From an optimization exercise on the open Yosys and OpenROAD flow, aimed at small area, a short achievable clock period and few clock cycles; shortcuts taken in it are not production practice. The RTL was checked by simulation tests, not by an equivalence proof against the original design. Power and IR drop assume default switching activity.

==> flow/design.v (excerpt) <==
module glz_model (
    input  wire        clk,
    input  wire        rst,         
    input  wire        cmd_valid,
    output wire        cmd_ready,
    input  wire [7:0]  cmd_op,
    input  wire [31:0] cmd_arg,
    output reg         rsp_valid,
    output reg  [7:0]  rsp_err,
    output reg  [31:0] rsp_res0,
    output reg  [31:0] rsp_res1
);
    localparam NB = 32;
    localparam CW = 16;
    localparam OP_NOP         = 8'h00;
    localparam OP_HIST_CLEAR  = 8'h20;
    localparam OP_HIST_INC    = 8'h21;
    localparam OP_HIST_DEC    = 8'h22;
    localparam OP_HIST_GET    = 8'h23;
    localparam OP_HIST_BOUND  = 8'h24;
    localparam OP_HIST_SORT   = 8'h26;
    localparam OP_TABLE_CLEAR = 8'h32;
    localparam OP_MAP_ENC     = 8'h33;
    localparam OP_MAP_DEC     = 8'h34;
    localparam OP_TABLE_READ  = 8'h35;
    localparam OP_RICE_SEARCH = 8'h42;
    localparam E_OK        = 8'h00;
    localparam E_CAPACITY  = 8'h09;
    localparam E_UNDERFLOW = 8'h0C;
    localparam E_OVERFLOW  = 8'h0D;
  ...
Size: about 1200 flip-flops, roughly 120 I/O pins, ~0.079 sq mm of cells after synthesis.
==> flow/config.mk <==
export PLATFORM = sky130hd
export DESIGN_NAME = glz_model
export DESIGN_NICKNAME = glz_model
export VERILOG_FILES = /design/flow/design.v
export SDC_FILE = /design/flow/constraint.sdc
export NUM_CORES = 4
export LEC_CHECK = 0
export CAP_MARGIN = 20
export CORE_MARGIN = 2
export CORE_UTILIZATION = 65
export SLEW_MARGIN = 20
==> flow/constraint.sdc <==
create_clock -name core_clock -period 24.0 [get_ports {clk}]
set_input_delay 4.8000 -clock core_clock [delete_from_list [all_inputs] [get_ports {clk}]]
set_output_delay 4.8000 -clock core_clock [all_outputs]
set_load 0.01 [all_outputs]
run.sh (not shown) runs the stock make flow with config.mk's settings and CLKGATE_MAP_FILE= SYNTH_SCRIPT=/design/flow/synth_recipe.tcl, a recipe that flattens the netlist after the stock synthesis.
The baseline finished clean.
Testbench counts at the start, summed over its fixed seeds: cycles 15,438.
Change:
--- a/flow/design.v
+++ b/flow/design.v
@@ -66,27 +66,28 @@
     wire in_multi = in_sort | in_tclr | in_map | in_srch | in_wait;
     wire       in_h16 = |cmd_arg[31:16];
     wire       in_h8  = |cmd_arg[15:8];
     wire [7:0] in_pos = {in_h16, 3'd0, ~in_h16 & in_h8, 1'b0, ~in_h16 & ~in_h8, 1'b0};
     wire [1:0] in_z6  = {~|cmd_arg[31:19], ~|cmd_arg[18:6]};
     wire         scan  = e_sort | e_tclr;
-    wire         first = (e_cnt == 6'd0);
+    reg          e_first;           
+    wire         first = e_first;
+    reg  [4:0]   ridx;              
     wire [4:0]   sym   = e_arg[4:0];
     reg          w_v;               
     reg          w_up;
     reg  [4:0]   w_s;
     reg  [15:0]  w_val;
     reg  [4:0]   key_r;             
-    wire [4:0]   rd_idx = scan ? e_cnt[4:0] : sym;
-    wire [15:0]  cnt_raw = vld[rd_idx] ? cnt[rd_idx] : 16'd0;
-    wire [15:0]  cnt_rd  = (w_v && (w_s == rd_idx)) ? w_val : cnt_raw;
+    wire [15:0]  w_new   = w_val + (w_up ? 16'h0001 : 16'hFFFF);
+    wire [15:0]  cnt_raw = vld[ridx] ? cnt[ridx] : 16'd0;
+    wire [15:0]  cnt_rd  = (w_v && (w_s == ridx)) ? w_new : cnt_raw;
     wire         cnt_max  = &cnt_rd;
     wire         cnt_zero = ~|cnt_rd;
     wire         inc_ok = e_v & e_inc & e_lt32 & ~cnt_max;
     wire         dec_ok = e_v & e_dec & e_lt32 & ~cnt_zero;
-    wire [15:0]  cnt_new = cnt_rd + (e_dec ? 16'hFFFF : 16'h0001);
     wire         clr_ok = e_v & e_clr & e_le32;
     function [4:0] mstep;
         input [4:0] r;
         input [1:0] d;
         input [5:0] b1;
         input [6:0] b3;
@@ -162,13 +163,14 @@
     reg  [4:0]   key2_p;
     wire [5:0]   rank6 = pop32(beats_r);
     reg  [4:0]   rank;              
     reg  [15:0]  key3;
     reg  [4:0]   key3_p;
     reg          sv2, sv3, sv4;     
-    wire         st4 = e_v & scan & sv4 & ~first;
+    reg          st4_r;
+    wire         st4 = e_v & st4_r;
     wire [4:0]   sgate = e_sort ? rank : key3_p;
     wire [5:0]   w_m = remap_en ? ({1'b0, w_s} - {1'b0, key_r} + {1'b0, inv}) : {1'b0, w_s};
     reg  [26:0]  s_a;
     reg  [23:0]  s_kt;
     reg  [26:0]  s_c;
     reg  [26:0]  s_best;
@@ -177,13 +179,16 @@
                         (bound <= 6'd2) ? 3'd1 :
                         (bound <= 6'd4) ? 3'd2 :
                         (bound <= 6'd8) ? 3'd3 :
                         (bound <= 6'd16) ? 3'd4 : 3'd5;
     wire [2:0]   s_k   = 3'd5 - e_cnt[2:0];        
     wire [2:0]   s_kc  = 3'd7 - e_cnt[2:0];        
-    wire [20:0]  s_sk  = (s_k > 3'd5) ? 21'd0 : sj[s_k];
+    reg  [5:0]   s_oh;              
+    wire [20:0]  s_sk  = ({21{s_oh[5]}} & sj[5]) | ({21{s_oh[4]}} & sj[4]) |
+                         ({21{s_oh[3]}} & sj[3]) | ({21{s_oh[2]}} & sj[2]) |
+                         ({21{s_oh[1]}} & sj[1]) | ({21{s_oh[0]}} & sj[0]);
     wire [26:0]  s_anew = (first ? 27'd0 : {s_a[25:0], 1'b0}) + {6'd0, s_sk};
     wire [23:0]  s_6t  = {1'b0, tot, 2'b00} + {2'd0, tot, 1'b0};
     wire         s_take = (s_kc == kmax) || ((s_kc < kmax) && (s_c <= s_best));
     wire         s_stall = e_srch & first & w_v;
     reg          e_last;
     reg          e_next_last;
@@ -282,17 +287,26 @@
             e_ill  <= ~in_known;
             e_arg  <= cmd_arg;
             e_z6   <= in_z6;
             e_pos  <= in_pos;
             e_wait <= in_wait;
             e_cnt  <= 6'd0;
+            e_first <= 1'b1;
+            ridx   <= (in_sort | in_tclr) ? 5'd0 : cmd_arg[4:0];
+            s_oh   <= 6'b100000;
             e_fin  <= 1'b0;
             rem    <= 5'd0;
         end else begin
             if (!s_stall)
                 e_cnt <= e_cnt + 6'd1;
+            if (!s_stall) begin
+                e_first <= 1'b0;
+                s_oh    <= {1'b0, s_oh[5:1]};
+            end
+            if (scan)
+                ridx <= ridx + 5'd1;
             if (e_v && e_map && !e_last) begin
                 rem   <= mc4;
                 e_pos <= {1'b0, e_pos[7:1]};
                 if (e_pos[0])
                     e_fin <= 1'b1;
             end
@@ -304,26 +318,27 @@
         else if (rdy)
             key_r <= cmd_arg[4:0];
         else
             key_r <= sym;
         w_up  <= e_inc;
         w_s   <= sym;
-        w_val <= cnt_new;
+        w_val <= cnt_rd;
         if (w_v)
-            cnt[w_s] <= w_val;
+            cnt[w_s] <= w_new;
         key1    <= cnt_rd;
-        key_p   <= e_cnt[4:0];
+        key_p   <= ridx;
         beats_r <= beats;
         key2    <= key1;
         key2_p  <= key_p;
         key3    <= key2;
         key3_p  <= key2_p;
         rank    <= rank6[4:0];
         sv2     <= e_v && scan && ({1'b0, e_cnt} < {1'b0, bound});
         sv3     <= sv2;
         sv4     <= sv3;
+        st4_r   <= e_v && scan && sv3 && !e_last;
         if (st4 && e_sort)
             dec_tbl[rank] <= key3_p;
         if (e_v && e_srch && !s_stall) begin
             s_a  <= s_anew;
             s_kt <= first ? s_6t : (s_kt - {3'd0, tot});
             s_c  <= s_a + {3'd0, s_kt};
The new run passed the timing, DRC and antenna checks.
Count of clock-buffer cells in the layout came out higher by 2.
Die area is about the same.
Cell count came out lower slightly.
Utilization came out higher by 0.33 points.
Total power came out lower slightly.
Critical path depth came out lower by 24.
Cell area came out higher slightly.
Sequential power is about the same.
Non-clock buffer count came out lower by 13.
Combinational power came out lower by roughly a tenth.
Fmax came out higher by roughly a tenth.
Routed wire length came out higher slightly.
Register-to-register slack gains 0.78 ns.
Testbench counts after the change, summed over its fixed seeds: cycles 15,438.

==> re-timing with driven ports <==
In the flow no input, the clock included, has a driving cell. The finished layouts below were timed again as built, in two steps.
Step 1: set_driving_cell puts a clkbuf_16 on clk and a buf_2 on each other input, an assumption about the parent block.
Step 2 times the ports against the registers' clock, not the clock port: input delays grow and output delays shrink by t, the midpoint of the rising clock arrivals with the driver on.
Slacks: ideal / step 1 / step 2; pairs: ideal / step 1.
run | t, ns | setup WS [ns] | hold slack, ns | slew at the worst register clock pin (ns) | pins driven straight from the clock port
the first run | 0.857 | 16.527 / 16.527 / 16.527 | 0.321 / 0.321 / 0.321 | 0.07 / 0.07 | 1
the second run | 0.873 | 17.210 / 17.129 / 16.747 | 0.311 / 0.311 / 0.311 | 0.07 / 0.07 | 1
After both steps every run listed still meets setup and hold. The setup slack of the second run, which loses most, moves by -0.081 ns with the drivers and by -0.463 ns with both steps.
